Source: an optimization exercise on an open RTL-to-GDS flow (aim: small area, a short achievable clock period and few clock cycles per item). Production flows keep margins and buffers that such runs may drop.
No functional check of the RTL was part of any run shown here.

==> design.v <==
module aes_sbox_ed (input wire [7:0] af, input wire [7:0] ai, input wire [7:0] k, input wire inv, output wire [7:0] y);
    wire [7:0] t, o; wire [3:0] d, di;
    aes_sb_in  u_in (.af(af), .ai(ai), .inv(inv), .t(t));
    aes_gf_delta u_d (.h(t[7:4]), .l(t[3:0]), .d(d));
    aes_gf_inv u_inv (.p(d), .y(di));
    aes_gf_mul u_mh (.p(t[7:4]), .q(di), .y(o[7:4]));
    aes_gf_mul u_ml (.p(t[7:4] ^ t[3:0]), .q(di), .y(o[3:0]));
    aes_sb_out u_out (.o(o), .k(k), .inv(inv), .y(y));
endmodule
module aes_sb_in (input wire [7:0] af, input wire [7:0] ai, input wire inv, output wire [7:0] t);
    assign t[0] = inv ? (~(ai[4] ^ ai[5])) : (af[0] ^ af[5]);
    assign t[1] = inv ? (~(ai[0] ^ ai[1] ^ ai[5])) : (af[2] ^ af[3] ^ af[5]);
    assign t[2] = inv ? (ai[1] ^ ai[4] ^ ai[5]) : (af[1] ^ af[6] ^ af[7]);
    assign t[3] = inv ? (ai[0] ^ ai[1] ^ ai[2] ^ ai[4]) : (af[1] ^ af[3] ^ af[6] ^ af[7]);
    assign t[4] = inv ? (~(ai[1] ^ ai[2] ^ ai[7])) : (af[2] ^ af[3] ^ af[4] ^ af[6] ^ af[7]);
    assign t[5] = inv ? (~(ai[0] ^ ai[4] ^ ai[5] ^ ai[6])) : (af[2] ^ af[3] ^ af[5] ^ af[7]);
    assign t[6] = inv ? (ai[1] ^ ai[2] ^ ai[3] ^ ai[4] ^ ai[5] ^ ai[7]) : (af[1] ^ af[4] ^ af[5] ^ af[6]);
    assign t[7] = inv ? (ai[1] ^ ai[2] ^ ai[6] ^ ai[7]) : (af[5] ^ af[7]);
endmodule
module aes_sb_out (input wire [7:0] o, input wire [7:0] k, input wire inv, output wire [7:0] y);
    assign y[0] = inv ? (o[0] ^ o[1] ^ o[5] ^ o[7] ^ k[0]) : (~(o[0] ^ o[4] ^ o[5] ^ o[7]));
    assign y[1] = inv ? (o[4] ^ o[5] ^ o[6] ^ k[1]) : (~(o[0] ^ o[2]));
    assign y[2] = inv ? (o[2] ^ o[3] ^ o[5] ^ o[7] ^ k[2]) : (o[0] ^ o[1] ^ o[3]);
    assign y[3] = inv ? (o[2] ^ o[3] ^ k[3]) : (o[0] ^ o[4] ^ o[6]);
    assign y[4] = inv ? (o[2] ^ o[6] ^ o[7] ^ k[4]) : (o[0] ^ o[1] ^ o[2] ^ o[4] ^ o[5] ^ o[7]);
    assign y[5] = inv ? (o[1] ^ o[5] ^ o[7] ^ k[5]) : (~(o[1] ^ o[2] ^ o[4] ^ o[5] ^ o[7]));
    assign y[6] = inv ? (o[1] ^ o[2] ^ o[4] ^ o[6] ^ k[6]) : (~(o[4] ^ o[7]));
    assign y[7] = inv ? (o[1] ^ o[5] ^ k[7]) : (o[1] ^ o[2] ^ o[3] ^ o[4]);
endmodule
module aes_gf_mul (input wire [3:0] p, input wire [3:0] q, output wire [3:0] y);
    wire [6:0] r = ({7{q[0]}} & {3'b0,p}) ^ ({7{q[1]}} & {2'b0,p,1'b0}) ^ ({7{q[2]}} & {1'b0,p,2'b0}) ^ ({7{q[3]}} & {p,3'b0});
    assign y = r[3:0] ^ {r[6:4],1'b0} ^ {1'b0,r[6:4]};
endmodule
module aes_gf_delta (input wire [3:0] h, input wire [3:0] l, output wire [3:0] d);
    wire [6:0] r = ({7{l[0]}} & {3'b0,h}) ^ ({7{l[1]}} & {2'b0,h,1'b0}) ^ ({7{l[2]}} & {1'b0,h,2'b0}) ^ ({7{l[3]}} & {h,3'b0});
    wire [3:0] hl = r[3:0] ^ {r[6:4],1'b0} ^ {1'b0,r[6:4]};
    assign d[0] = h[2] ^ h[3] ^ l[0] ^ l[2] ^ hl[0];
    assign d[1] = h[0] ^ h[1] ^ l[2] ^ hl[1];
    assign d[2] = h[1] ^ h[2] ^ l[1] ^ l[3] ^ hl[2];
    assign d[3] = h[0] ^ h[1] ^ h[2] ^ l[3] ^ hl[3];
endmodule
module aes_gf_inv (input wire [3:0] p, output reg [3:0] y);
    always @(*) begin
        case (p)
            4'd0: y = 4'd0;
            4'd1: y = 4'd1;
            4'd2: y = 4'd9;
            4'd3: y = 4'd14;
            4'd4: y = 4'd13;
            4'd5: y = 4'd11;
            4'd6: y = 4'd7;
            4'd7: y = 4'd6;
            4'd8: y = 4'd15;
            4'd9: y = 4'd2;
            4'd10: y = 4'd12;
            4'd11: y = 4'd5;
            4'd12: y = 4'd10;
            4'd13: y = 4'd4;
            4'd14: y = 4'd3;
            4'd15: y = 4'd8;
            default: y = 4'd0;
        endcase
    end
endmodule
module aes_sbox (input wire [7:0] a, output wire [7:0] y);
    wire [7:0] t, o; wire [3:0] d, di;
    aes_sbf_in  u_in (.a(a), .t(t));
    aes_gf_delta u_d (.h(t[7:4]), .l(t[3:0]), .d(d));
    aes_gf_inv u_inv (.p(d), .y(di));
    aes_gf_mul u_mh (.p(t[7:4]), .q(di), .y(o[7:4]));
    aes_gf_mul u_ml (.p(t[7:4] ^ t[3:0]), .q(di), .y(o[3:0]));
    aes_sbf_out u_out (.o(o), .y(y));
endmodule
module aes_sbf_in (input wire [7:0] a, output wire [7:0] t);
    assign t[0] = a[0] ^ a[5];
    assign t[1] = a[2] ^ a[3] ^ a[5];
    assign t[2] = a[1] ^ a[6] ^ a[7];
    assign t[3] = a[1] ^ a[3] ^ a[6] ^ a[7];
    assign t[4] = a[2] ^ a[3] ^ a[4] ^ a[6] ^ a[7];
    assign t[5] = a[2] ^ a[3] ^ a[5] ^ a[7];
    assign t[6] = a[1] ^ a[4] ^ a[5] ^ a[6];
    assign t[7] = a[5] ^ a[7];
endmodule
module aes_sbf_out (input wire [7:0] o, output wire [7:0] y);
    assign y[0] = ~(o[0] ^ o[4] ^ o[5] ^ o[7]);
    assign y[1] = ~(o[0] ^ o[2]);
    assign y[2] = o[0] ^ o[1] ^ o[3];
    assign y[3] = o[0] ^ o[4] ^ o[6];
    assign y[4] = o[0] ^ o[1] ^ o[2] ^ o[4] ^ o[5] ^ o[7];
    assign y[5] = ~(o[1] ^ o[2] ^ o[4] ^ o[5] ^ o[7]);
    assign y[6] = ~(o[4] ^ o[7]);
    assign y[7] = o[1] ^ o[2] ^ o[3] ^ o[4];
endmodule
module aes_mixcol (
    input  wire [31:0] col,
    input  wire        inv,
    input  wire        byp,
    output wire [31:0] y
);
    function [7:0] xt(input [7:0] v);
        xt = {v[6:0], 1'b0} ^ (v[7] ? 8'h1b : 8'h00);
    endfunction
    wire [7:0] a0 = col[31:24];
    wire [7:0] a1 = col[23:16];
    wire [7:0] a2 = col[15:8];
    wire [7:0] a3 = col[7:0];
    wire [7:0] s  = a0 ^ a1 ^ a2 ^ a3;
    wire [7:0] e0 = xt(a0 ^ a1) ^ s;
    wire [7:0] e1 = xt(a1 ^ a2) ^ s;
    wire [7:0] e2 = xt(a2 ^ a3) ^ s;
    wire [7:0] e3 = xt(a3 ^ a0) ^ s;
    wire [7:0] u  = xt(xt(a0 ^ a2));
    wire [7:0] v  = xt(xt(a1 ^ a3));
    wire [7:0] uv = xt(u ^ v);
    wire [7:0] w0 = inv ? (u ^ uv) : 8'h00;
    wire [7:0] w1 = inv ? (v ^ uv) : 8'h00;
    wire [31:0] d = byp ? 32'h0 : {e0 ^ w0, e1 ^ w1, e2 ^ w0, e3 ^ w1};
    assign y = col ^ d;
endmodule
module cfc_cipher (
    input  wire         clk,
    input  wire         rst,       
    input  wire         start,
    input  wire         first,
    input  wire         dec,
    input  wire [127:0] key,
    input  wire [127:0] din,
    output wire         ready,
    output wire         done,
    output wire [127:0] dout
);
    localparam [127:0] DEFAULT_IV = 128'h562e17996d093d28ddb3ba695a2e6f58;
    reg         busy;       
    reg         kexp;       
    reg         fin;        
    reg [3:0]   rnd;        
    reg         done_r;
    reg         mode_dec;   
    reg [127:0] state;      
    reg [127:0] rk;         
    reg [127:0] skey;       
    reg [127:0] blk;        
    reg [127:0] chain;      
    wire accept = ~busy & start;
    assign ready = ~busy;
    assign done  = done_r;
    assign dout  = state;
    reg [7:0] rcon;
    always @(*) begin
        case (rnd)
            4'd1:    rcon = 8'h01;
            4'd2:    rcon = 8'h02;
            4'd3:    rcon = 8'h04;
            4'd4:    rcon = 8'h08;
            4'd5:    rcon = 8'h10;
            4'd6:    rcon = 8'h20;
            4'd7:    rcon = 8'h40;
            4'd8:    rcon = 8'h80;
            4'd9:    rcon = 8'h1b;
            4'd10:   rcon = 8'h36;
            default: rcon = 8'h00;
        endcase
    end
    wire         kback = mode_dec & ~kexp;
    wire [127:0] ks    = busy ? rk : skey;
    wire [31:0]  w0 = ks[127:96];
    wire [31:0]  w1 = ks[95:64];
    wire [31:0]  w2 = ks[63:32];
    wire [31:0]  w3 = ks[31:0];
    wire [31:0]  ksb_in = !busy ? (skey[31:0] ^ skey[63:32]) :
                          kback ? (rk[31:0] ^ rk[63:32]) : rk[31:0];
    wire [31:0]  ksb_out;
    genvar i;
    generate
        for (i = 0; i < 4; i = i + 1) begin : g_ksbox
            aes_sbox u_ks (.a(ksb_in[31-8*i -: 8]), .y(ksb_out[31-8*i -: 8]));
        end
    endgenerate
    wire [31:0]  kt = {ksb_out[23:0], ksb_out[31:24]} ^ {rcon, 24'h0};
    wire [31:0]  f0 = w0 ^ kt;
    wire [31:0]  f1 = w1 ^ f0;
    wire [31:0]  f2 = w2 ^ f1;
    wire [31:0]  f3 = w3 ^ f2;
    wire [127:0] rk_fwd = {f0, f1, f2, f3};
    wire [127:0] rk_bwd = {f0, w1 ^ w0, w2 ^ w1, w3 ^ w2};
    wire         rdec = mode_dec;
    wire [127:0] t;
    wire [127:0] xs_rnd;
    genvar c, r;
    generate
        for (c = 0; c < 4; c = c + 1) begin : g_col
            for (r = 0; r < 4; r = r + 1) begin : g_row
                localparam integer CE = (c + r) % 4;
                localparam integer CD = (c + 4 - r) % 4;
                aes_sbox_ed u_sb (.af(state[127-8*(4*CE+r) -: 8]),
                                  .ai(state[127-8*(4*CD+r) -: 8]),
                                  .k(rk[127-8*(4*c+r) -: 8]),
                                  .inv(rdec),
                                  .y(t[127-8*(4*c+r) -: 8]));
            end
            wire [31:0] tc = t[127-32*c -: 32];
            wire [31:0] mc;
            aes_mixcol u_mc (.col(tc), .inv(rdec), .byp(fin), .y(mc));
            assign xs_rnd[127-32*c -: 32] = mc;
        end
    endgenerate
    wire [127:0] ys_rnd = rdec ? (fin ? chain : 128'h0) : rk_fwd;
    wire [127:0] acc_k  = first ? (DEFAULT_IV ^ key) : (skey ^ (mode_dec ? 128'h0 : state));
    wire [127:0] xs = !busy ? din   : kexp ? blk    : xs_rnd;
    wire [127:0] ys = !busy ? acc_k : kexp ? rk_fwd : ys_rnd;
    wire         start_dec = first ? dec : mode_dec;
    wire         kexp_end = kexp & (rnd == 4'd10);
    wire         rk_load  = accept & (first | ~start_dec);    
    wire         rk_back  = ~busy | (mode_dec & ~kexp);
    wire [127:0] rk_nxt   = rk_load  ? (first ? key : skey) :
                            rk_back  ? rk_bwd :
                            kexp_end ? rk : rk_fwd;
    always @(posedge clk) begin
        if (busy | start)
            state <= xs ^ ys;
        rk <= rk_nxt;
        if ((accept & first & ~dec) | kexp_end)
            skey <= kexp_end ? rk_fwd : key;
    end
    always @(posedge clk) begin
        if (rst) begin
            busy   <= 1'b0;
            kexp   <= 1'b0;
            fin    <= 1'b0;
            done_r <= 1'b0;
            rnd    <= 4'd10;
        end else begin
            done_r <= busy & fin;
            if (accept) begin
                busy <= 1'b1;
                fin  <= 1'b0;
                kexp <= start_dec & first;
                rnd  <= (start_dec & ~first) ? 4'd9 : 4'd1;
            end else if (busy & kexp) begin
                rnd  <= kexp_end ? 4'd9 : rnd + 4'd1;
                kexp <= ~kexp_end;
            end else if (busy) begin
                busy <= ~fin;
                fin  <= ~fin & (mode_dec ? (rnd == 4'd1) : (rnd == 4'd9));
                rnd  <= fin ? 4'd10 : mode_dec ? rnd - 4'd1 : rnd + 4'd1;
            end
        end
    end
    always @(posedge clk) begin
        if (accept & ~rst) begin
            blk <= din;
            if (first) begin
                mode_dec <= dec;
                chain    <= DEFAULT_IV;
            end else begin
                chain    <= blk;
            end
        end
    end
endmodule
==> run.sh <==
#!/bin/bash
# synth_recipe.tcl (not shown) runs the flow's synth.tcl, then flattens the netlist and writes it again
# the make line also repeats each setting of config.mk as NAME=value (left out here)
make -C /OpenROAD-flow-scripts/flow DESIGN_CONFIG=/design/flow/config.mk WORK_HOME=/design/flow/orfs CLKGATE_MAP_FILE= SYNTH_SCRIPT=/design/flow/synth_recipe.tcl finish
==> config.mk <==
export PLATFORM = sky130hd
export DESIGN_NAME = cfc_cipher
export DESIGN_NICKNAME = cfc_cipher
export VERILOG_FILES = /design/flow/design.v
export SDC_FILE = /design/flow/constraint.sdc
export NUM_CORES = 8
export LEC_CHECK = 0
export CAP_MARGIN = 20
export CORE_MARGIN = 2
export CORE_UTILIZATION = 65
export PLACE_DENSITY = 0.75
export SETUP_SLACK_MARGIN = 1.5
export SLEW_MARGIN = 20
export SYNTH_HIERARCHICAL = 1
export TNS_END_PERCENT = 0
==> constraint.sdc <==
create_clock -name core_clock -period 10.0 [get_ports {clk}]
set_input_delay 2.0000 -clock core_clock [delete_from_list [all_inputs] [get_ports {clk}]]
set_output_delay 2.0000 -clock core_clock [all_outputs]
set_load 0.01 [all_outputs]
==> results of run 1 <==
[area by class of cell]
class | instances | area (um2)
inverters | 90 | 350
repair buffers | 942 | 8580
fillers | 8233 | 26500
flip-flops and latches | 657 | 19600
diodes | 3 | 7.51
clock buffers | 96 | 2130
clock inverters | 47 | 365
well taps | 1637 | 2050
multi-input cells | 7629 | 64200
[cell usage in the layout, fill, tap and decap left out, drive strengths merged, types with 48 or more instances in the layout]
cell	count
o21ai	326
a211oi	76
nor2b	306
ha	148
nand3	55
xor2	984
edfxtp	641
clkbuf	99
nand2b	164
a21oi	583
mux2i	465
buf	549
xnor3	269
inv	92
xor3	48
nor2	560
clkdlybuf4s50	389
nand2	1320
xnor2	1801
a31oi	51
or2	70
[layer usage]
metal	vias to the layer above	part of all wire [%]
met5	-	0.027
met1	34037	36
met4	14	8.6
met2	4986	42
met3	1099	14
li1	30514	-
[sequential cells by signal (all words and copies together), names as in the netlist]
| name | cells |
|---|---|
| blk | 128 |
| chain | 128 |
| rk | 128 |
| skey | 128 |
| state | 128 |
| rcon | 8 |
| rnd | 4 |
| busy | 1 |
| done_r | 1 |
| fin | 1 |
| kexp | 1 |
| mode_dec | 1 |
[per-module statistics from Yosys, one instance, submodules excluded]
| module | copies in the design | flip-flops and latches |
|---|---|---|
| aes_gf_inv | 20 | 0 |
| aes_sbf_in | 4 | 0 |
| aes_sbf_out | 4 | 0 |
| aes_sb_out | 16 | 0 |
| aes_sbox | 4 | 0 |
| aes_gf_mul | 40 | 0 |
| cfc_cipher | 1 | 657 |
| aes_sbox_ed | 16 | 0 |
| aes_sb_in | 16 | 0 |
| aes_mixcol | 4 | 0 |
| aes_gf_delta | 20 | 0 |
[cells by family after synthesis]
kind of cell	synth area share, %
compound gates	8.77
xor+xnor	40.1
fa+ha+maj	2.28
buf+inv	3.06
flops	24.1
mux	7.09
simple gates	14.6
[timing repair]
action | in CTS | in global routing
cloned | 1 | 5
hold buffers | 0 | 0
setup endpoints to repair | 71 | 147
gates resized for setup | 49 | 211
pin swaps | 2 | 52
buffers inserted | 41 | 304
[critical path, delay by kind of cell, from the launching register on]
family	cells	cell delay [ns]
fa+ha+maj	1	0.30
buf+inv	6	1.27
flops	1	0.53
xor+xnor	13	4.06
compound gates	3	0.39
simple gates	5	0.72
mux	3	0.79
[path summary, 6_finish.rpt]
check / from / to / slack [ns] / cells past startpoint
max: mode_dec / state[9] / 1.60 / 31
min: blk[100] / chain[100] / 0.52 / 1
max reg2reg: mode_dec / state[9] / 1.60 / 31
min reg2reg: blk[100] / chain[100] / 0.52 / 1
==> notes.md, run 1 <==
initial antenna violation count=12; top_reg_cell synth=edfxtp_1; cts bufs inserted=between 80 and 90; Yosys top cell area share=roughly a quarter; post-route ant nets=0; yosys warns=9; post-synthesis cell type count=70; data arrival time of the critical path=just under 9 ns; Max-Cap Viols=0; first drt pass iteration count=12; Clock Tree Root=clkbuf_16; CP max stage cell=edfxtp_1; CP most frequent cell=xnor2_1; Placement Cell Area=between 0.08 and 0.09 mm2; Place WS=0.868 ns; Synth area leader=edfxtp_1; vias in the first global route=64809; critical path launch point type=flop; starting density of the core=about 66%; Cells after DPL=10603; die height=about 360 um; Worst-Skew Late Latency=approximately 0.71 ns; worst-path maximum fanout=21; Synth Cell Area=a little over 0.08 mm2; RSZ-0062 raised after global routing=true; I/O Buffers=just under 400; Slew HR=22.4%; synthesis-stage register bit count=between 600 and 700; Fin. Hold Viols=0; Post-synth EDFFs=approximately 640; Slew @ Worst Pin=~1.2 ns; area of the core=about 0.12 mm2; CP Class=reg -> reg; drt wl/cell=around 28 um; status=no timing/DRC/antenna violations; Largest stage delay, worst path=~0.53 ns; Worst EP required=~10 ns; Hold Path Class=reg -> reg; DIE WIDTH=approximately 360 um; met3 Track Usage GR=approximately an eighth; Core Rows=between 100 and 150; Mapped Avg Cell Area=9.22 um2; leading post-synthesis cells by cell area=edfxtp_1 24%, xnor2_1 19%, xor2_1 9.9%; Post-synth top cells=1757 x xnor2_1, 1280 x nand2_1, 921 x xor2_1; Nets=9810; met1 Usage GRT=about three fifths; CTS tree=yes; Clock transition at path regs=around 0.07 ns; utilization after layout=between 70% and 80%; Final WS setup=approximately 1.6 ns; GRT Max-Usage Layer=met2; Layout Skew=between 0.03 and 0.04 ns; Iter 0 DRT Violations=10824; period utilisation layout=a little over four fifths; Final Cell Area=roughly 0.1 mm2; most frequent cell after synthesis=xnor2_1; Min Hold Slack=roughly 0.52 ns; DRC=0; Final Non-Filler Cells=11101; Synth Net Count=slightly above 9000; area growth from synthesis to layout=19.8%; Placer Congestion=between 1 and 1.5; GRT overflow=0; first-pass GRT wire length=about 440000 um; fmax=approximately 120 MHz; CTS sink cnt=around 660; setup_tns=0 ns; total wire length=roughly 320000 um; register area share after synthesis=about a quarter; clk buf depth=3; min Tclk post-route=between 8 and 9 ns; ys async rst share=0%; Post-DP HPWL=approximately 230000 um; Crit. End Element=flop; Final Slew Violations=0; # IOs=between 300 and 400; vias per std cell=about 6.4; final number of setup-violating endpoints=0; All-Layer GR Usage=46.7%; share of post-route cells with drive strength above 1=16.9%; vias post-DR=70650; H-tree depth=3; GRT met2 Usage=67.9%; Syn Inst Count=just under 9000; Die Area=between 0.1 and 0.15 mm2; largest net degree at the start of global routing=~150
==> run 2, diff against run 1 <==
==> flow/run.sh (new file) <==
#!/bin/bash
# The standard layout, except that the port buffers are buf_1 cells instead
# of ORFS's default choice. make's output goes to standard.log, each ORFS
# step's to orfs/logs.
bash standard.sh 'BUFFER_PORTS_ARGS=-buffer_cell sky130_fd_sc_hd__buf_1' finish > standard.log 2>&1
==> standard.sh (new file) <==
#!/bin/bash
# synth_recipe.tcl (not shown) runs the flow's synth.tcl, then flattens the netlist and writes it again
# the make line also repeats each setting of config.mk as NAME=value (left out here)
make -C /OpenROAD-flow-scripts/flow DESIGN_CONFIG=/design/flow/config.mk WORK_HOME=/design/flow/orfs CLKGATE_MAP_FILE= SYNTH_SCRIPT=/design/flow/synth_recipe.tcl "${@:-finish}"
removed: run.sh
==> notes.md, run 2 <==
Final WS setup=1.38 ns (-0.222 ns); yosys warns=9 (unchanged); first-pass GRT wire length=432000 um (-1.2%); fillcell total=8972 (+9.0%); synthesis-stage register bit count=657 (unchanged); min Tclk post-route=8.62 ns (+0.222 ns); Fin. Hold Viols=0 (unchanged); Layout Skew=0.0403 ns (+0.00373 ns); vias per std cell=6.28 (-1.3%); Iter 0 DRT Violations=9244 (-15%); Worst EP required=10.44 ns (about the same); Final Slew Violations=0 (unchanged); clk buf depth=3 (unchanged); Nets=9652 (-1.6%); Final Non-Filler Cells=10961 (-1.3%); RSZ-0062 raised after global routing=true; Clock transition at path regs=0.06 ns (about the same); worst-path maximum fanout=24 (+14%); register area share after synthesis=24.1% (unchanged); area growth from synthesis to layout=15.2%; total wire length=306000 um (-3.0%); Crit. End Element=flop; most common cell after layout, fill and taps aside=xnor2_1; final number of setup-violating endpoints=0 (unchanged); Yosys top cell area share=23.7% (unchanged); Placer Congestion=1.05 (-1.2%); Post-synth top cells=1757 x xnor2_1, 1280 x nand2_1, 921 x xor2_1; ys async rst share=0% (unchanged); Synth area leader=edfxtp_1; CTS sink cnt=657 (unchanged); Cells after DPL=10560 (-0.41%); CP Class=reg -> reg; DRC=0 (unchanged); data arrival time of the critical path=9.07 ns (+0.23 ns); Syn Inst Count=8800 (unchanged); post-route ant nets=0 (unchanged); drt wl/cell=27.9 um (-1.8%); Placement Cell Area=0.0872 mm2 (-3.0%); Post-synth EDFFs=641 (unchanged); critical path launch point type=flop; Clock Tree Root=clkbuf_16; Synth Net Count=9209 (unchanged); area of the core=0.124 mm2 (unchanged); Post-DP HPWL=227000 um (-1.2%); Slew @ Worst Pin=1.20 ns (+0.0439 ns); Core Rows=129 (unchanged); GRT overflow=0 (unchanged); Die Area=0.128 mm2 (unchanged); Mapped Avg Cell Area=9.22 um2 (unchanged); H-tree depth=3 (unchanged); CTS tree=yes; vias in the first global route=63507 (-2.0%); Max-Cap Viols=0 (unchanged); Hold Path Class=reg -> reg; largest net degree at the start of global routing=178 (+16%); Min Hold Slack=0.530 ns (+0.00550 ns); setup_tns=0 ns (unchanged); vias post-DR=68883 (-2.5%); utilization after layout=75.6% (-3.0 points); first drt pass iteration count=9 (-3); period utilisation layout=86.2% (+2.2 points); Final Cell Area=0.0935 mm2 (-3.8%); post-synthesis cell type count=70 (unchanged); fmax=116 MHz (-2.6%); # IOs=391 (unchanged); initial antenna violation count=32 (+20); share of post-route cells with drive strength above 1=15.2% (-1.7 points); commonest non-fill, non-tap cells in the layout=1557 x xnor2_1, 1277 x nand2_1, 821 x xor2_1; All-Layer GR Usage=46.3% (-0.46 points); top_reg_cell synth=edfxtp_1; I/O Buffers=390 (unchanged); status=no timing/DRC/antenna violations; leading post-synthesis cells by cell area=edfxtp_1 24%, xnor2_1 19%, xor2_1 9.9%; Slew HR=19.4% (-2.9 points); Worst-Skew Late Latency=0.73 ns (+0.02 ns); die height=357 um (unchanged); most frequent cell after synthesis=xnor2_1; Synth Cell Area=0.0812 mm2 (unchanged); starting density of the core=65.6% (unchanged); Place WS=0.805 ns (-0.0635 ns); DIE WIDTH=357 um (unchanged); cts bufs inserted=82 (+1.2%)
## run 2: cell families (layout without fill, tap and decap cells)
group,after synthesis,count (layout),synth area share (%)
and+or+nand+nor,2619,2619,14.6
buffers and inverters,514,1022,3.06
muxes,523,523,7.09
adders and majority gates,148,148,2.28
DFF,657,657,24.1
other,0,16,0
xor gates and xnor gates,3102,3102,40.1
AOI/OAI and AO/OA,1237,1237,8.77
## run 2: what timing repair did
action | in CTS | in global routing
hold buffers | 0 | 0
setup endpoints to repair | 91 | 162
setup buffers | 6 | 225
pin swaps | 0 | 45
gates resized for setup | 39 | 177
gates cloned | 1 | 3
## run 2: worst paths after layout
path,slack (ns),cells after the start,start,end
min,0.53,1,blk[94],chain[94]
max reg2reg,1.38,21,kexp,state[19]
max,1.38,21,kexp,state[19]
min reg2reg,0.53,1,blk[94],chain[94]
## run 2: final cells by class
type                    count  area [um2]  area share [%]
multi-input cells        7629       63900            68.3
flip-flops and latches    657       19600            20.9
repair buffers            783        4920            5.26
clock buffers             109        2170            2.32
well taps                1637        2050            2.19
clock inverters            40         529           0.566
inverters                  90         350           0.375
diodes                     16        40.0          0.0428
## run 2: Yosys stat by module (local to each module, per instance), excerpt
module / times used / area, um2 / cells
aes_sbf_out: 4 / 158 / 13
aes_gf_inv: 20 / 221 / 28
aes_sb_in: 16 / 342 / 35
aes_sbox_ed: 16 / 35.0 / 4
aes_mixcol: 4 / 2190 / 240
aes_gf_mul: 40 / 213 / 27
## run 2: worst max-delay path, cell delays in order, from the launching register on
cell and delay, ns:
dfxtp_4 0.52, nor2b_4 0.48, buf_4 0.27, nand2_1 0.08
xor2_1 0.14, a21oi_1 0.34, xor2_1 0.49, xor2_1 0.55
nand2b_1 0.20, xnor2_1 0.09, xnor2_1 0.59, nor2_1 0.19
o31ai_2 0.79, nand2_1 0.16, xnor3_2 0.42, xnor2_1 0.49
xnor2_2 0.21, xnor2_1 0.85, xor2_1 0.89, xor2_1 0.25
o211ai_1 0.15, xnor2_1 0.16
## run 2: layer usage
| metal | share of wire [%] | global-route usage (%) |
|---|---|---|
| met1 | 36 | 59.6 |
| met2 | 42 | 67.7 |
| met3 | 14 | 14.1 |
| met4 | 7.9 | 29.5 |
| met5 | 0.075 | 0 |
==> run 3, diff against run 2 <==
--- a/design.v
+++ b/design.v
@@ -94,28 +94,63 @@
 module aes_mixcol (
     input  wire [31:0] col,
     input  wire        inv,
-    input  wire        byp,
     output wire [31:0] y
 );
-    function [7:0] xt(input [7:0] v);
-        xt = {v[6:0], 1'b0} ^ (v[7] ? 8'h1b : 8'h00);
-    endfunction
     wire [7:0] a0 = col[31:24];
     wire [7:0] a1 = col[23:16];
     wire [7:0] a2 = col[15:8];
     wire [7:0] a3 = col[7:0];
-    wire [7:0] s  = a0 ^ a1 ^ a2 ^ a3;
-    wire [7:0] e0 = xt(a0 ^ a1) ^ s;
-    wire [7:0] e1 = xt(a1 ^ a2) ^ s;
-    wire [7:0] e2 = xt(a2 ^ a3) ^ s;
-    wire [7:0] e3 = xt(a3 ^ a0) ^ s;
-    wire [7:0] u  = xt(xt(a0 ^ a2));
-    wire [7:0] v  = xt(xt(a1 ^ a3));
-    wire [7:0] uv = xt(u ^ v);
-    wire [7:0] w0 = inv ? (u ^ uv) : 8'h00;
-    wire [7:0] w1 = inv ? (v ^ uv) : 8'h00;
-    wire [31:0] d = byp ? 32'h0 : {e0 ^ w0, e1 ^ w1, e2 ^ w0, e3 ^ w1};
-    assign y = col ^ d;
+    wire [7:0] d0 = a0 ^ a2;
+    wire [7:0] d1 = a1 ^ a3;
+    wire [7:0] w0, w1;
+    assign w0[0] = inv & (d0[5] ^ d0[6] ^ d1[5]);
+    assign w0[1] = inv & (d0[5] ^ d0[7] ^ d1[5] ^ d1[6]);
+    assign w0[2] = inv & (d0[0] ^ d0[6] ^ d1[6] ^ d1[7]);
+    assign w0[3] = inv & (d0[0] ^ d0[1] ^ d0[5] ^ d0[6] ^ d0[7] ^ d1[0] ^ d1[5] ^ d1[7]);
+    assign w0[4] = inv & (d0[1] ^ d0[2] ^ d0[5] ^ d0[7] ^ d1[1] ^ d1[5] ^ d1[6]);
+    assign w0[5] = inv & (d0[2] ^ d0[3] ^ d0[6] ^ d1[2] ^ d1[6] ^ d1[7]);
+    assign w0[6] = inv & (d0[3] ^ d0[4] ^ d0[7] ^ d1[3] ^ d1[7]);
+    assign w0[7] = inv & (d0[4] ^ d0[5] ^ d1[4]);
+    assign w1[0] = inv & (d0[5] ^ d1[5] ^ d1[6]);
+    assign w1[1] = inv & (d0[5] ^ d0[6] ^ d1[5] ^ d1[7]);
+    assign w1[2] = inv & (d0[6] ^ d0[7] ^ d1[0] ^ d1[6]);
+    assign w1[3] = inv & (d0[0] ^ d0[5] ^ d0[7] ^ d1[0] ^ d1[1] ^ d1[5] ^ d1[6] ^ d1[7]);
+    assign w1[4] = inv & (d0[1] ^ d0[5] ^ d0[6] ^ d1[1] ^ d1[2] ^ d1[5] ^ d1[7]);
+    assign w1[5] = inv & (d0[2] ^ d0[6] ^ d0[7] ^ d1[2] ^ d1[3] ^ d1[6]);
+    assign w1[6] = inv & (d0[3] ^ d0[7] ^ d1[3] ^ d1[4] ^ d1[7]);
+    assign w1[7] = inv & (d0[4] ^ d1[4] ^ d1[5]);
+    assign y[24] = a0[7] ^ a1[0] ^ a1[7] ^ a2[0] ^ a3[0] ^ w0[0];
+    assign y[25] = a0[0] ^ a0[7] ^ a1[0] ^ a1[1] ^ a1[7] ^ a2[1] ^ a3[1] ^ w0[1];
+    assign y[26] = a0[1] ^ a1[1] ^ a1[2] ^ a2[2] ^ a3[2] ^ w0[2];
+    assign y[27] = a0[2] ^ a0[7] ^ a1[2] ^ a1[3] ^ a1[7] ^ a2[3] ^ a3[3] ^ w0[3];
+    assign y[28] = a0[3] ^ a0[7] ^ a1[3] ^ a1[4] ^ a1[7] ^ a2[4] ^ a3[4] ^ w0[4];
+    assign y[29] = a0[4] ^ a1[4] ^ a1[5] ^ a2[5] ^ a3[5] ^ w0[5];
+    assign y[30] = a0[5] ^ a1[5] ^ a1[6] ^ a2[6] ^ a3[6] ^ w0[6];
+    assign y[31] = a0[6] ^ a1[6] ^ a1[7] ^ a2[7] ^ a3[7] ^ w0[7];
+    assign y[16] = a0[0] ^ a1[7] ^ a2[0] ^ a2[7] ^ a3[0] ^ w1[0];
+    assign y[17] = a0[1] ^ a1[0] ^ a1[7] ^ a2[0] ^ a2[1] ^ a2[7] ^ a3[1] ^ w1[1];
+    assign y[18] = a0[2] ^ a1[1] ^ a2[1] ^ a2[2] ^ a3[2] ^ w1[2];
+    assign y[19] = a0[3] ^ a1[2] ^ a1[7] ^ a2[2] ^ a2[3] ^ a2[7] ^ a3[3] ^ w1[3];
+    assign y[20] = a0[4] ^ a1[3] ^ a1[7] ^ a2[3] ^ a2[4] ^ a2[7] ^ a3[4] ^ w1[4];
+    assign y[21] = a0[5] ^ a1[4] ^ a2[4] ^ a2[5] ^ a3[5] ^ w1[5];
+    assign y[22] = a0[6] ^ a1[5] ^ a2[5] ^ a2[6] ^ a3[6] ^ w1[6];
+    assign y[23] = a0[7] ^ a1[6] ^ a2[6] ^ a2[7] ^ a3[7] ^ w1[7];
+    assign y[8] = a0[0] ^ a1[0] ^ a2[7] ^ a3[0] ^ a3[7] ^ w0[0];
+    assign y[9] = a0[1] ^ a1[1] ^ a2[0] ^ a2[7] ^ a3[0] ^ a3[1] ^ a3[7] ^ w0[1];
+    assign y[10] = a0[2] ^ a1[2] ^ a2[1] ^ a3[1] ^ a3[2] ^ w0[2];
+    assign y[11] = a0[3] ^ a1[3] ^ a2[2] ^ a2[7] ^ a3[2] ^ a3[3] ^ a3[7] ^ w0[3];
+    assign y[12] = a0[4] ^ a1[4] ^ a2[3] ^ a2[7] ^ a3[3] ^ a3[4] ^ a3[7] ^ w0[4];
+    assign y[13] = a0[5] ^ a1[5] ^ a2[4] ^ a3[4] ^ a3[5] ^ w0[5];
+    assign y[14] = a0[6] ^ a1[6] ^ a2[5] ^ a3[5] ^ a3[6] ^ w0[6];
+    assign y[15] = a0[7] ^ a1[7] ^ a2[6] ^ a3[6] ^ a3[7] ^ w0[7];
+    assign y[0] = a0[0] ^ a0[7] ^ a1[0] ^ a2[0] ^ a3[7] ^ w1[0];
+    assign y[1] = a0[0] ^ a0[1] ^ a0[7] ^ a1[1] ^ a2[1] ^ a3[0] ^ a3[7] ^ w1[1];
+    assign y[2] = a0[1] ^ a0[2] ^ a1[2] ^ a2[2] ^ a3[1] ^ w1[2];
+    assign y[3] = a0[2] ^ a0[3] ^ a0[7] ^ a1[3] ^ a2[3] ^ a3[2] ^ a3[7] ^ w1[3];
+    assign y[4] = a0[3] ^ a0[4] ^ a0[7] ^ a1[4] ^ a2[4] ^ a3[3] ^ a3[7] ^ w1[4];
+    assign y[5] = a0[4] ^ a0[5] ^ a1[5] ^ a2[5] ^ a3[4] ^ w1[5];
+    assign y[6] = a0[5] ^ a0[6] ^ a1[6] ^ a2[6] ^ a3[5] ^ w1[6];
+    assign y[7] = a0[6] ^ a0[7] ^ a1[7] ^ a2[7] ^ a3[6] ^ w1[7];
 endmodule
 module cfc_cipher (
     input  wire         clk,
@@ -200,27 +235,19 @@
             end
             wire [31:0] tc = t[127-32*c -: 32];
             wire [31:0] mc;
-            aes_mixcol u_mc (.col(tc), .inv(rdec), .byp(fin), .y(mc));
-            assign xs_rnd[127-32*c -: 32] = mc;
+            aes_mixcol u_mc (.col(tc), .inv(rdec), .y(mc));
+            assign xs_rnd[127-32*c -: 32] = fin ? tc : mc;
         end
     endgenerate
     wire [127:0] ys_rnd = rdec ? (fin ? chain : 128'h0) : rk_fwd;
     wire [127:0] acc_k  = first ? (DEFAULT_IV ^ key) : (skey ^ (mode_dec ? 128'h0 : state));
     wire [127:0] xs = !busy ? din   : kexp ? blk    : xs_rnd;
     wire [127:0] ys = !busy ? acc_k : kexp ? rk_fwd : ys_rnd;
+    wire [127:0] start_key = first ? key : skey;
     wire         start_dec = first ? dec : mode_dec;
-    wire         kexp_end = kexp & (rnd == 4'd10);
-    wire         rk_load  = accept & (first | ~start_dec);    
-    wire         rk_back  = ~busy | (mode_dec & ~kexp);
-    wire [127:0] rk_nxt   = rk_load  ? (first ? key : skey) :
-                            rk_back  ? rk_bwd :
-                            kexp_end ? rk : rk_fwd;
     always @(posedge clk) begin
         if (busy | start)
             state <= xs ^ ys;
-        rk <= rk_nxt;
-        if ((accept & first & ~dec) | kexp_end)
-            skey <= kexp_end ? rk_fwd : key;
     end
     always @(posedge clk) begin
         if (rst) begin
@@ -230,19 +257,50 @@
             done_r <= 1'b0;
             rnd    <= 4'd10;
         end else begin
-            done_r <= busy & fin;
-            if (accept) begin
-                busy <= 1'b1;
-                fin  <= 1'b0;
-                kexp <= start_dec & first;
-                rnd  <= (start_dec & ~first) ? 4'd9 : 4'd1;
-            end else if (busy & kexp) begin
-                rnd  <= kexp_end ? 4'd9 : rnd + 4'd1;
-                kexp <= ~kexp_end;
-            end else if (busy) begin
-                busy <= ~fin;
-                fin  <= ~fin & (mode_dec ? (rnd == 4'd1) : (rnd == 4'd9));
-                rnd  <= fin ? 4'd10 : mode_dec ? rnd - 4'd1 : rnd + 4'd1;
+            done_r <= 1'b0;
+            if (!busy) begin
+                rk <= rk_bwd;      
+                if (start) begin
+                    busy <= 1'b1;
+                    fin  <= 1'b0;
+                    if (start_dec) begin
+                        if (first) begin
+                            rk   <= key;
+                            rnd  <= 4'd1;
+                            kexp <= 1'b1;
+                        end else begin
+                            rnd  <= 4'd9;
+                        end
+                    end else begin
+                        if (first) skey <= key;
+                        rk    <= start_key;
+                        rnd   <= 4'd1;
+                    end
+                end
+            end else if (kexp) begin
+                rnd <= rnd + 4'd1;
+                if (rnd == 4'd10) begin
+                    skey  <= rk_fwd;
+                    rnd   <= 4'd9;
+                    kexp  <= 1'b0;
+                end else begin
+                    rk <= rk_fwd;
+                end
+            end else begin
+                if (mode_dec) begin
+                    rk  <= rk_bwd;
+                    rnd <= rnd - 4'd1;
+                    fin <= (rnd == 4'd1);
+                end else begin
+                    rk  <= rk_fwd;
+                    rnd <= rnd + 4'd1;
+                    fin <= (rnd == 4'd9);
+                end
+                if (fin) begin
+                    busy   <= 1'b0;
+                    done_r <= 1'b1;
+                    rnd    <= 4'd10;
+                end
             end
         end
     end
==> notes.md, run 3 <==
Nets=9928 (+2.9%); starting density of the core=65.4% (-0.17 points); top layer in use=met5; Met2 Wirelength=126000 um (-3.0%); most common cell after layout, fill and taps aside=xnor2_1; post-route ant nets=0 (unchanged); Slew @ Worst Pin=1.15 ns (-0.0513 ns); largest net degree at the start of global routing=135 (-24%); Worst EP required=10.43 ns (about the same); critical path launch point type=flop; Final Slew Violations=0 (unchanged); die height=359 um (+0.51%); Synth Cell Area=0.0820 mm2 (+1.0%); Fin. Hold Viols=0 (unchanged); status=no timing/DRC/antenna violations; Post-synth EDFFs=641 (unchanged); CTS tree=yes; clk buf depth=3 (unchanged); Worst-Skew Late Latency=0.71 ns (-0.02 ns); Placer Congestion=1.02 (-2.7%); total wire length=296000 um (-3.1%); DRC=0 (unchanged); Syn Inst Count=9000 (+2.3%); vias per std cell=6.25 (-0.51%); Worst R2R Setup Slack=1.42 ns (+0.04 ns); I/O Buffers=390 (unchanged); RSZ-0062 raised after global routing=true; main combinational cell family by area after synthesis=XOR/XNOR gates; Placement Cell Area=0.0864 mm2 (-0.89%); CP max stage cell=xnor3_1; Crit. End Element=flop; synthesis-stage register bit count=657 (unchanged); met3 wire len=38400 um (-7.5%); mux contribution to synthesized area=6.34% (-0.76 points); Iter 0 DRT Violations=9343 (+1.1%); Synth Net Count=9409 (+2.2%); area of the multi-input gates=0.0627 mm2 (-1.9%); Clock Tree Root=clkbuf_16; Slew HR=22.6% (+3.1 points); area growth from synthesis to layout=13.3%; H-tree depth=3 (unchanged); CP most frequent cell=xnor2_1; ys async rst share=0% (unchanged); final number of setup-violating endpoints=0 (unchanged); Hold Path Class=reg -> reg; first drt pass iteration count=6 (-3); data arrival time of the critical path=9.02 ns (-0.05 ns); Core Rows=130 (+0.78%); most frequent cell after synthesis=xnor2_1; Layout Skew=0.0369 ns (-0.00336 ns); yosys warns=8 (-1); post-synthesis cell type count=68 (-2.9%); vias in the first global route=65397 (+3.0%); leading post-synthesis cells by cell area=edfxtp_1 23%, xnor2_1 20%, xor2_1 10%; post-synthesis adder-cell area fraction=2.26% (-0.023 points); Largest stage delay, worst path=0.60 ns (-0.29 ns); first-pass GRT wire length=430000 um (-0.51%); Post-synth top cells=1901 x xnor2_1, 1261 x nand2_1, 938 x xor2_1; GRT overflow=0 (unchanged); # IOs=391 (unchanged); worst-path maximum fanout=6 (-75%); Clock transition at path regs=0.06 ns (about the same); Max-Cap Viols=0 (unchanged); area of the core=0.125 mm2 (+1.3%); Post-DP HPWL=219000 um (-3.5%); CP Class=reg -> reg; All-Layer GR Usage=44.1% (-2.1 points); DIE WIDTH=359 um (+0.51%); share of post-route cells with drive strength above 1=13.3% (-1.8 points); Synth Area in Simple Gates=14.2% (-0.42 points); vias post-DR=70281 (+2.0%); Synth Area in XOR/XNOR=40.6% (+0.50 points); Register Area=0.0196 mm2 (unchanged); Die Area=0.129 mm2 (+1.0%); commonest non-fill, non-tap cells in the layout=1765 x xnor2_1, 1260 x nand2_1, 859 x xor2_1; min Tclk post-route=8.58 ns (-0.0414 ns); setup_tns=0 ns (unchanged); Synth Area in Compound Gates=9.73% (+0.96 points); register area share after synthesis=23.9% (-0.25 points); routed metal-1 wire length=113000 um (+2.8%); fillcell total=9385 (+4.6%); fmax=117 MHz (+0.48%); CTS sink cnt=657 (unchanged); top_reg_cell synth=edfxtp_1; cts bufs inserted=85 (+3.7%); Final Cell Area=0.0929 mm2 (-0.71%); drt wl/cell=26.3 um (-5.5%); Yosys top cell area share=23.5% (-0.24 points); period utilisation layout=85.8% (-0.41 points); initial antenna violation count=11 (-66%); Mapped Avg Cell Area=9.11 um2 (-1.2%); Synth area leader=edfxtp_1
-- run 3: changes by cell type after synthesis, moves of 28 or more --
cell	before	now
a211oi_1	76	4
a21boi_0	0	28
a22oi_1	2	104
a31oi_1	51	116
clkbuf_1	226	297
mux2i_1	438	396
nand2b_1	156	251
nor2_1	559	481
nor2b_1	306	233
nor3b_1	22	51
o211ai_1	43	14
o21ai_0	323	404
xnor2_1	1757	1901
xnor3_1	221	184
-- run 3: modules after synthesis (local to each module, per instance) --
module        cell area, um2  copies in the design  flops+latches
aes_sbf_out              158                     4              0
aes_gf_inv               221                    20              0
aes_gf_mul               213                    40              0
aes_sb_in                342                    16              0
aes_mixcol              1760                     4              0
aes_sbf_in               135                     4              0
aes_sb_out               357                    16              0
aes_sbox                35.0                     4              0
cfc_cipher             43500                     1            657
aes_sbox_ed             35.0                    16              0
aes_gf_delta             274                    20              0
-- run 3: logic make-up after synthesis --
| kind of cell | Yosys count |
|---|---|
| XOR/XNOR | 3233 |
| buffers and inverters | 540 |
| AND/OR/NAND/NOR | 2547 |
| multiplexers | 473 |
| AO/OA/AOI/OAI | 1402 |
| flip-flops | 657 |
| adder cells (fa/ha/maj) | 148 |
-- run 3: timing repair --
item | in CTS | in global routing
gates cloned | 0 | 0
hold buffers | 0 | 0
endpoints found under the setup margin | 241 | 210
hold endpoints to repair | 0 | 0
buffers inserted | 18 | 119
gates resized for setup | 101 | 271
pin swaps | 0 | 26
-- run 3: routing by layer --
layer	global-route usage, %	up-vias
li1	-	31101
met1	59.8	34107
met2	64.9	4318
met3	11.2	745
met4	23.3	10
met5	0	-
-- run 3: metrics by stage --
stage	util (%)	hold slack (ns)	setup slack [ns]	cells
floorplan	-	0.508	0.0705	9000
CTS	71.8	0.524	1.35	11116
global route	74.1	0.537	1.24	11237
detailed placement	68.9	0.516	0.205	10945
global placement	68.9	0.510	0.197	10945
finish	74.1	0.525	1.42	11241
-- run 3: area by class of cell --
| cell class | count | share of cell area (%) |
|---|---|---|
| Clock buffer | 99 | 2.42 |
| Multi-Input combinational cell | 7803 | 67.5 |
| Timing Repair Buffer | 874 | 5.76 |
| Tap cell | 1650 | 2.22 |
| Inverter | 98 | 0.419 |
| Antenna cell | 6 | 0.0162 |
| Sequential cell | 657 | 21.1 |
| Clock inverter | 54 | 0.613 |
-- run 3: final timing paths --
check | end | cells after the start | start
max | state[14] | 31 | state[97]
min | chain[4] | 1 | blk[4]
max reg2reg | state[14] | 31 | state[97]
min reg2reg | chain[4] | 1 | blk[4]
-- run 3: worst max-delay path, delay by kind of cell, from the launching register on --
| family | cells | cell delay [ns] |
|---|---|---|
| AO/OA/AOI/OAI | 5 | 0.79 |
| adder cells (fa/ha/maj) | 1 | 0.32 |
| multiplexers | 2 | 0.52 |
| buffers and inverters | 2 | 0.41 |
| AND/OR/NAND/NOR | 5 | 0.85 |
| XOR/XNOR | 16 | 4.81 |
| flip-flops | 1 | 0.58 |
==> run 4, diff against run 3 <==
--- a/design.v
+++ b/design.v
@@ -100,57 +100,38 @@
     wire [7:0] a1 = col[23:16];
     wire [7:0] a2 = col[15:8];
     wire [7:0] a3 = col[7:0];
-    wire [7:0] d0 = a0 ^ a2;
-    wire [7:0] d1 = a1 ^ a3;
-    wire [7:0] w0, w1;
-    assign w0[0] = inv & (d0[5] ^ d0[6] ^ d1[5]);
-    assign w0[1] = inv & (d0[5] ^ d0[7] ^ d1[5] ^ d1[6]);
-    assign w0[2] = inv & (d0[0] ^ d0[6] ^ d1[6] ^ d1[7]);
-    assign w0[3] = inv & (d0[0] ^ d0[1] ^ d0[5] ^ d0[6] ^ d0[7] ^ d1[0] ^ d1[5] ^ d1[7]);
-    assign w0[4] = inv & (d0[1] ^ d0[2] ^ d0[5] ^ d0[7] ^ d1[1] ^ d1[5] ^ d1[6]);
-    assign w0[5] = inv & (d0[2] ^ d0[3] ^ d0[6] ^ d1[2] ^ d1[6] ^ d1[7]);
-    assign w0[6] = inv & (d0[3] ^ d0[4] ^ d0[7] ^ d1[3] ^ d1[7]);
-    assign w0[7] = inv & (d0[4] ^ d0[5] ^ d1[4]);
-    assign w1[0] = inv & (d0[5] ^ d1[5] ^ d1[6]);
-    assign w1[1] = inv & (d0[5] ^ d0[6] ^ d1[5] ^ d1[7]);
-    assign w1[2] = inv & (d0[6] ^ d0[7] ^ d1[0] ^ d1[6]);
-    assign w1[3] = inv & (d0[0] ^ d0[5] ^ d0[7] ^ d1[0] ^ d1[1] ^ d1[5] ^ d1[6] ^ d1[7]);
-    assign w1[4] = inv & (d0[1] ^ d0[5] ^ d0[6] ^ d1[1] ^ d1[2] ^ d1[5] ^ d1[7]);
-    assign w1[5] = inv & (d0[2] ^ d0[6] ^ d0[7] ^ d1[2] ^ d1[3] ^ d1[6]);
-    assign w1[6] = inv & (d0[3] ^ d0[7] ^ d1[3] ^ d1[4] ^ d1[7]);
-    assign w1[7] = inv & (d0[4] ^ d1[4] ^ d1[5]);
-    assign y[24] = a0[7] ^ a1[0] ^ a1[7] ^ a2[0] ^ a3[0] ^ w0[0];
-    assign y[25] = a0[0] ^ a0[7] ^ a1[0] ^ a1[1] ^ a1[7] ^ a2[1] ^ a3[1] ^ w0[1];
-    assign y[26] = a0[1] ^ a1[1] ^ a1[2] ^ a2[2] ^ a3[2] ^ w0[2];
-    assign y[27] = a0[2] ^ a0[7] ^ a1[2] ^ a1[3] ^ a1[7] ^ a2[3] ^ a3[3] ^ w0[3];
-    assign y[28] = a0[3] ^ a0[7] ^ a1[3] ^ a1[4] ^ a1[7] ^ a2[4] ^ a3[4] ^ w0[4];
-    assign y[29] = a0[4] ^ a1[4] ^ a1[5] ^ a2[5] ^ a3[5] ^ w0[5];
-    assign y[30] = a0[5] ^ a1[5] ^ a1[6] ^ a2[6] ^ a3[6] ^ w0[6];
-    assign y[31] = a0[6] ^ a1[6] ^ a1[7] ^ a2[7] ^ a3[7] ^ w0[7];
-    assign y[16] = a0[0] ^ a1[7] ^ a2[0] ^ a2[7] ^ a3[0] ^ w1[0];
-    assign y[17] = a0[1] ^ a1[0] ^ a1[7] ^ a2[0] ^ a2[1] ^ a2[7] ^ a3[1] ^ w1[1];
-    assign y[18] = a0[2] ^ a1[1] ^ a2[1] ^ a2[2] ^ a3[2] ^ w1[2];
-    assign y[19] = a0[3] ^ a1[2] ^ a1[7] ^ a2[2] ^ a2[3] ^ a2[7] ^ a3[3] ^ w1[3];
-    assign y[20] = a0[4] ^ a1[3] ^ a1[7] ^ a2[3] ^ a2[4] ^ a2[7] ^ a3[4] ^ w1[4];
-    assign y[21] = a0[5] ^ a1[4] ^ a2[4] ^ a2[5] ^ a3[5] ^ w1[5];
-    assign y[22] = a0[6] ^ a1[5] ^ a2[5] ^ a2[6] ^ a3[6] ^ w1[6];
-    assign y[23] = a0[7] ^ a1[6] ^ a2[6] ^ a2[7] ^ a3[7] ^ w1[7];
-    assign y[8] = a0[0] ^ a1[0] ^ a2[7] ^ a3[0] ^ a3[7] ^ w0[0];
-    assign y[9] = a0[1] ^ a1[1] ^ a2[0] ^ a2[7] ^ a3[0] ^ a3[1] ^ a3[7] ^ w0[1];
-    assign y[10] = a0[2] ^ a1[2] ^ a2[1] ^ a3[1] ^ a3[2] ^ w0[2];
-    assign y[11] = a0[3] ^ a1[3] ^ a2[2] ^ a2[7] ^ a3[2] ^ a3[3] ^ a3[7] ^ w0[3];
-    assign y[12] = a0[4] ^ a1[4] ^ a2[3] ^ a2[7] ^ a3[3] ^ a3[4] ^ a3[7] ^ w0[4];
-    assign y[13] = a0[5] ^ a1[5] ^ a2[4] ^ a3[4] ^ a3[5] ^ w0[5];
-    assign y[14] = a0[6] ^ a1[6] ^ a2[5] ^ a3[5] ^ a3[6] ^ w0[6];
-    assign y[15] = a0[7] ^ a1[7] ^ a2[6] ^ a3[6] ^ a3[7] ^ w0[7];
-    assign y[0] = a0[0] ^ a0[7] ^ a1[0] ^ a2[0] ^ a3[7] ^ w1[0];
-    assign y[1] = a0[0] ^ a0[1] ^ a0[7] ^ a1[1] ^ a2[1] ^ a3[0] ^ a3[7] ^ w1[1];
-    assign y[2] = a0[1] ^ a0[2] ^ a1[2] ^ a2[2] ^ a3[1] ^ w1[2];
-    assign y[3] = a0[2] ^ a0[3] ^ a0[7] ^ a1[3] ^ a2[3] ^ a3[2] ^ a3[7] ^ w1[3];
-    assign y[4] = a0[3] ^ a0[4] ^ a0[7] ^ a1[4] ^ a2[4] ^ a3[3] ^ a3[7] ^ w1[4];
-    assign y[5] = a0[4] ^ a0[5] ^ a1[5] ^ a2[5] ^ a3[4] ^ w1[5];
-    assign y[6] = a0[5] ^ a0[6] ^ a1[6] ^ a2[6] ^ a3[5] ^ w1[6];
-    assign y[7] = a0[6] ^ a0[7] ^ a1[7] ^ a2[7] ^ a3[6] ^ w1[7];
+    assign y[24] = a0[7] ^ a1[0] ^ a1[7] ^ a2[0] ^ a3[0] ^ (inv & (a0[5] ^ a0[6] ^ a1[5] ^ a2[5] ^ a2[6] ^ a3[5]));
+    assign y[25] = a0[0] ^ a0[7] ^ a1[0] ^ a1[1] ^ a1[7] ^ a2[1] ^ a3[1] ^ (inv & (a0[5] ^ a0[7] ^ a1[5] ^ a1[6] ^ a2[5] ^ a2[7] ^ a3[5] ^ a3[6]));
+    assign y[26] = a0[1] ^ a1[1] ^ a1[2] ^ a2[2] ^ a3[2] ^ (inv & (a0[0] ^ a0[6] ^ a1[6] ^ a1[7] ^ a2[0] ^ a2[6] ^ a3[6] ^ a3[7]));
+    assign y[27] = a0[2] ^ a0[7] ^ a1[2] ^ a1[3] ^ a1[7] ^ a2[3] ^ a3[3] ^ (inv & (a0[0] ^ a0[1] ^ a0[5] ^ a0[6] ^ a0[7] ^ a1[0] ^ a1[5] ^ a1[7] ^ a2[0] ^ a2[1] ^ a2[5] ^ a2[6] ^ a2[7] ^ a3[0] ^ a3[5] ^ a3[7]));
+    assign y[28] = a0[3] ^ a0[7] ^ a1[3] ^ a1[4] ^ a1[7] ^ a2[4] ^ a3[4] ^ (inv & (a0[1] ^ a0[2] ^ a0[5] ^ a0[7] ^ a1[1] ^ a1[5] ^ a1[6] ^ a2[1] ^ a2[2] ^ a2[5] ^ a2[7] ^ a3[1] ^ a3[5] ^ a3[6]));
+    assign y[29] = a0[4] ^ a1[4] ^ a1[5] ^ a2[5] ^ a3[5] ^ (inv & (a0[2] ^ a0[3] ^ a0[6] ^ a1[2] ^ a1[6] ^ a1[7] ^ a2[2] ^ a2[3] ^ a2[6] ^ a3[2] ^ a3[6] ^ a3[7]));
+    assign y[30] = a0[5] ^ a1[5] ^ a1[6] ^ a2[6] ^ a3[6] ^ (inv & (a0[3] ^ a0[4] ^ a0[7] ^ a1[3] ^ a1[7] ^ a2[3] ^ a2[4] ^ a2[7] ^ a3[3] ^ a3[7]));
+    assign y[31] = a0[6] ^ a1[6] ^ a1[7] ^ a2[7] ^ a3[7] ^ (inv & (a0[4] ^ a0[5] ^ a1[4] ^ a2[4] ^ a2[5] ^ a3[4]));
+    assign y[16] = a0[0] ^ a1[7] ^ a2[0] ^ a2[7] ^ a3[0] ^ (inv & (a0[5] ^ a1[5] ^ a1[6] ^ a2[5] ^ a3[5] ^ a3[6]));
+    assign y[17] = a0[1] ^ a1[0] ^ a1[7] ^ a2[0] ^ a2[1] ^ a2[7] ^ a3[1] ^ (inv & (a0[5] ^ a0[6] ^ a1[5] ^ a1[7] ^ a2[5] ^ a2[6] ^ a3[5] ^ a3[7]));
+    assign y[18] = a0[2] ^ a1[1] ^ a2[1] ^ a2[2] ^ a3[2] ^ (inv & (a0[6] ^ a0[7] ^ a1[0] ^ a1[6] ^ a2[6] ^ a2[7] ^ a3[0] ^ a3[6]));
+    assign y[19] = a0[3] ^ a1[2] ^ a1[7] ^ a2[2] ^ a2[3] ^ a2[7] ^ a3[3] ^ (inv & (a0[0] ^ a0[5] ^ a0[7] ^ a1[0] ^ a1[1] ^ a1[5] ^ a1[6] ^ a1[7] ^ a2[0] ^ a2[5] ^ a2[7] ^ a3[0] ^ a3[1] ^ a3[5] ^ a3[6] ^ a3[7]));
+    assign y[20] = a0[4] ^ a1[3] ^ a1[7] ^ a2[3] ^ a2[4] ^ a2[7] ^ a3[4] ^ (inv & (a0[1] ^ a0[5] ^ a0[6] ^ a1[1] ^ a1[2] ^ a1[5] ^ a1[7] ^ a2[1] ^ a2[5] ^ a2[6] ^ a3[1] ^ a3[2] ^ a3[5] ^ a3[7]));
+    assign y[21] = a0[5] ^ a1[4] ^ a2[4] ^ a2[5] ^ a3[5] ^ (inv & (a0[2] ^ a0[6] ^ a0[7] ^ a1[2] ^ a1[3] ^ a1[6] ^ a2[2] ^ a2[6] ^ a2[7] ^ a3[2] ^ a3[3] ^ a3[6]));
+    assign y[22] = a0[6] ^ a1[5] ^ a2[5] ^ a2[6] ^ a3[6] ^ (inv & (a0[3] ^ a0[7] ^ a1[3] ^ a1[4] ^ a1[7] ^ a2[3] ^ a2[7] ^ a3[3] ^ a3[4] ^ a3[7]));
+    assign y[23] = a0[7] ^ a1[6] ^ a2[6] ^ a2[7] ^ a3[7] ^ (inv & (a0[4] ^ a1[4] ^ a1[5] ^ a2[4] ^ a3[4] ^ a3[5]));
+    assign y[8] = a0[0] ^ a1[0] ^ a2[7] ^ a3[0] ^ a3[7] ^ (inv & (a0[5] ^ a0[6] ^ a1[5] ^ a2[5] ^ a2[6] ^ a3[5]));
+    assign y[9] = a0[1] ^ a1[1] ^ a2[0] ^ a2[7] ^ a3[0] ^ a3[1] ^ a3[7] ^ (inv & (a0[5] ^ a0[7] ^ a1[5] ^ a1[6] ^ a2[5] ^ a2[7] ^ a3[5] ^ a3[6]));
+    assign y[10] = a0[2] ^ a1[2] ^ a2[1] ^ a3[1] ^ a3[2] ^ (inv & (a0[0] ^ a0[6] ^ a1[6] ^ a1[7] ^ a2[0] ^ a2[6] ^ a3[6] ^ a3[7]));
+    assign y[11] = a0[3] ^ a1[3] ^ a2[2] ^ a2[7] ^ a3[2] ^ a3[3] ^ a3[7] ^ (inv & (a0[0] ^ a0[1] ^ a0[5] ^ a0[6] ^ a0[7] ^ a1[0] ^ a1[5] ^ a1[7] ^ a2[0] ^ a2[1] ^ a2[5] ^ a2[6] ^ a2[7] ^ a3[0] ^ a3[5] ^ a3[7]));
+    assign y[12] = a0[4] ^ a1[4] ^ a2[3] ^ a2[7] ^ a3[3] ^ a3[4] ^ a3[7] ^ (inv & (a0[1] ^ a0[2] ^ a0[5] ^ a0[7] ^ a1[1] ^ a1[5] ^ a1[6] ^ a2[1] ^ a2[2] ^ a2[5] ^ a2[7] ^ a3[1] ^ a3[5] ^ a3[6]));
+    assign y[13] = a0[5] ^ a1[5] ^ a2[4] ^ a3[4] ^ a3[5] ^ (inv & (a0[2] ^ a0[3] ^ a0[6] ^ a1[2] ^ a1[6] ^ a1[7] ^ a2[2] ^ a2[3] ^ a2[6] ^ a3[2] ^ a3[6] ^ a3[7]));
+    assign y[14] = a0[6] ^ a1[6] ^ a2[5] ^ a3[5] ^ a3[6] ^ (inv & (a0[3] ^ a0[4] ^ a0[7] ^ a1[3] ^ a1[7] ^ a2[3] ^ a2[4] ^ a2[7] ^ a3[3] ^ a3[7]));
+    assign y[15] = a0[7] ^ a1[7] ^ a2[6] ^ a3[6] ^ a3[7] ^ (inv & (a0[4] ^ a0[5] ^ a1[4] ^ a2[4] ^ a2[5] ^ a3[4]));
+    assign y[0] = a0[0] ^ a0[7] ^ a1[0] ^ a2[0] ^ a3[7] ^ (inv & (a0[5] ^ a1[5] ^ a1[6] ^ a2[5] ^ a3[5] ^ a3[6]));
+    assign y[1] = a0[0] ^ a0[1] ^ a0[7] ^ a1[1] ^ a2[1] ^ a3[0] ^ a3[7] ^ (inv & (a0[5] ^ a0[6] ^ a1[5] ^ a1[7] ^ a2[5] ^ a2[6] ^ a3[5] ^ a3[7]));
+    assign y[2] = a0[1] ^ a0[2] ^ a1[2] ^ a2[2] ^ a3[1] ^ (inv & (a0[6] ^ a0[7] ^ a1[0] ^ a1[6] ^ a2[6] ^ a2[7] ^ a3[0] ^ a3[6]));
+    assign y[3] = a0[2] ^ a0[3] ^ a0[7] ^ a1[3] ^ a2[3] ^ a3[2] ^ a3[7] ^ (inv & (a0[0] ^ a0[5] ^ a0[7] ^ a1[0] ^ a1[1] ^ a1[5] ^ a1[6] ^ a1[7] ^ a2[0] ^ a2[5] ^ a2[7] ^ a3[0] ^ a3[1] ^ a3[5] ^ a3[6] ^ a3[7]));
+    assign y[4] = a0[3] ^ a0[4] ^ a0[7] ^ a1[4] ^ a2[4] ^ a3[3] ^ a3[7] ^ (inv & (a0[1] ^ a0[5] ^ a0[6] ^ a1[1] ^ a1[2] ^ a1[5] ^ a1[7] ^ a2[1] ^ a2[5] ^ a2[6] ^ a3[1] ^ a3[2] ^ a3[5] ^ a3[7]));
+    assign y[5] = a0[4] ^ a0[5] ^ a1[5] ^ a2[5] ^ a3[4] ^ (inv & (a0[2] ^ a0[6] ^ a0[7] ^ a1[2] ^ a1[3] ^ a1[6] ^ a2[2] ^ a2[6] ^ a2[7] ^ a3[2] ^ a3[3] ^ a3[6]));
+    assign y[6] = a0[5] ^ a0[6] ^ a1[6] ^ a2[6] ^ a3[5] ^ (inv & (a0[3] ^ a0[7] ^ a1[3] ^ a1[4] ^ a1[7] ^ a2[3] ^ a2[7] ^ a3[3] ^ a3[4] ^ a3[7]));
+    assign y[7] = a0[6] ^ a0[7] ^ a1[7] ^ a2[7] ^ a3[6] ^ (inv & (a0[4] ^ a1[4] ^ a1[5] ^ a2[4] ^ a3[4] ^ a3[5]));
 endmodule
 module cfc_cipher (
     input  wire         clk,
==> notes.md, run 4 <==
CTS tree=yes; Synth Net Count=9419 (+0.11%); Core Rows=131 (+0.77%); status=no timing/DRC/antenna violations; Clock transition at path regs=0.06 ns (about the same); most common cell after layout, fill and taps aside=xnor2_1; fillcell total=9514 (+1.4%); Cells after DPL=10893 (-0.48%); main combinational cell family by area after synthesis=XOR/XNOR gates; synthesis-stage register bit count=657 (unchanged); ys async rst share=0% (unchanged); Synth Area in Simple Gates=14.1% (-0.049 points); DIE WIDTH=361 um (+0.61%); RR Startpoint=mode_dec; post-synthesis cell type count=73 (+7.4%); yosys warns=8 (unchanged); most frequent cell after synthesis=xnor2_1; Final WS setup=1.51 ns (+0.0900 ns); starting density of the core=65.3% (-0.12 points); Place WS=0.276 ns (+0.0713 ns); Syn Inst Count=9010 (+0.11%); area growth from synthesis to layout=12.6%; Synth area leader=edfxtp_1; fmax=118 MHz (+1.1%); Post-synth EDFFs=641 (unchanged); Crit. End Element=flop; critical path launch point type=flop; data arrival time of the critical path=8.95 ns (-0.07 ns); Synth Cell Area=0.0830 mm2 (+1.2%); Iter 0 DRT Violations=10255 (+9.8%); Max-Cap Viols=0 (unchanged); CP startpoint=mode_dec; first-pass GRT wire length=438000 um (+1.9%); DRC=0 (unchanged); Placer Congestion=1.06 (+3.7%); Hold Path Class=reg -> reg; Worst-Skew Late Latency=0.73 ns (+0.02 ns); commonest non-fill, non-tap cells in the layout=1692 x xnor2_1, 1238 x nand2_1, 847 x xor2_1; Die Area=0.131 mm2 (+1.2%); All-Layer GR Usage=45.0% (+0.90 points); period utilisation layout=84.9% (-0.90 points); CP Class=reg -> reg; mux contribution to synthesized area=6.18% (-0.16 points); Worst R2R Setup Slack=1.51 ns (+0.09 ns); largest net degree at the start of global routing=144 (+6.7%); # IOs=391 (unchanged); first drt pass iteration count=9 (+3); Final Non-Filler Cells=11210 (-0.28%); GRT overflow=0 (unchanged)
==> run 4: changes by cell type after synthesis, sizes merged, moves of 4 or more <==
cell and change:
mux2 +4, xor2 -22, xnor2 -82, nor2b +4, xnor3 +72, buf +37, clkbuf -8, nand2 -18
and2 +20
==> run 4: metrics by stage <==
step                hold slack, ns
floorplan                    0.508
global placement             0.512
detailed placement           0.517
CTS                          0.514
global route                 0.542
finish                       0.521
==> run 4: final timing paths <==
kind / to / cells past startpoint
hold / removal: chain[56] / 1
setup reg to reg: state[22] / 26
setup / recovery: state[22] / 26
hold reg to reg: chain[56] / 1
==> run 4: logic make-up after synthesis <==
kind of cell,Yosys count
multiplexers,480
buffers and inverters,568
AO/OA/AOI/OAI,1404
XOR/XNOR,3201
AND/OR/NAND/NOR,2552
flip-flops,657
adder cells (fa/ha/maj),148
==> run 4: what timing repair did <==
action / CTS / global route
pin swaps: 2 / 15
buffers inserted: 19 / 132
endpoints found under the setup margin: 191 / 234
gates cloned: 1 / 0
resized for setup: 69 / 267
==> run 4: layout make-up <==
class	count	area, um2	area share (%)
Multi-Input combinational cell	7786	63400	67.9
Sequential cell	657	19600	20.9
Timing Repair Buffer	843	5190	5.55
Clock buffer	103	2210	2.37
Tap cell	1662	2080	2.22
Clock inverter	49	559	0.598
Inverter	97	385	0.412
Antenna cell	13	32.5	0.0348
==> run 4: per-module statistics from Yosys (local to each module, per instance) <==
module / flops+latches / cells / copies in the design
cfc_cipher: 657 / 4374 / 1
aes_sbf_in: 0 / 13 / 4
aes_sbf_out: 0 / 13 / 4
aes_sbox: 0 / 4 / 4
aes_mixcol: 0 / 198 / 4
aes_gf_delta: 0 / 37 / 20
aes_gf_mul: 0 / 27 / 40
aes_sb_in: 0 / 35 / 16
aes_sbox_ed: 0 / 4 / 16
aes_sb_out: 0 / 45 / 16
aes_gf_inv: 0 / 28 / 20
==> run 4: layer usage <==
metal	share of wire [%]	vias up	GRT usage (%)
met5	0.081	-	0
li1	-	31083	-
met2	43	4826	66.5
met1	36	33822	59.0
met4	7.9	6	28.3
met3	13	922	11.6
==> run 4: critical path, stage by stage (launching register included) <==
cell and delay (ns):
edfxtp_1 0.49, buf_4 0.35, buf_4 0.25, nor2b_4 0.19
buf_12 0.16, nand2_1 0.07, xor2_1 0.16, mux2i_2 0.42
xnor2_1 0.31, xor2_2 0.46, nand2_2 0.13, xnor2_2 0.16
xnor2_1 0.38, xnor2_2 0.25, inv_1 0.15, ha_1 0.23
mux4_2 0.45, inv_1 0.25, nand2_1 0.13, xnor2_1 0.28
xnor3_1 0.45, xnor2_2 0.47, xnor2_4 0.23, xor2_2 0.68
xnor2_1 0.47, a211o_1 0.39, a31o_1 0.21

==> static timing again, ports no longer ideal <==
How much do the figures lean on ideal ports? The routed layouts below were timed once more, with nothing changed but the port constraints. Step 1: set_driving_cell puts a clkbuf_16 on clk and a buf_2 on each other input, an assumption about the parent block. Step 2 times the ports against the registers' clock, not the clock port: input delays grow and output delays shrink by t, the midpoint of the rising clock arrivals with the driver on. Slacks: no drivers / after step 1 / after step 2; pairs: no drivers / after step 1.
run | t, ns | slack for setup (ns) | hold slack, ns
run 1 | 0.776 | 1.598 / 1.598 / 1.598 | 0.525 / 0.525 / 0.525
run 2 | 0.791 | 1.377 / 1.377 / 1.377 | 0.530 / 0.530 / 0.530
run 3 | 0.784 | 1.418 / 1.418 / 1.418 | 0.525 / 0.525 / 0.525
run 4 | 0.798 | 1.508 / 1.508 / 1.508 | 0.521 / 0.521 / 0.521
After both steps every run listed still meets setup and hold.
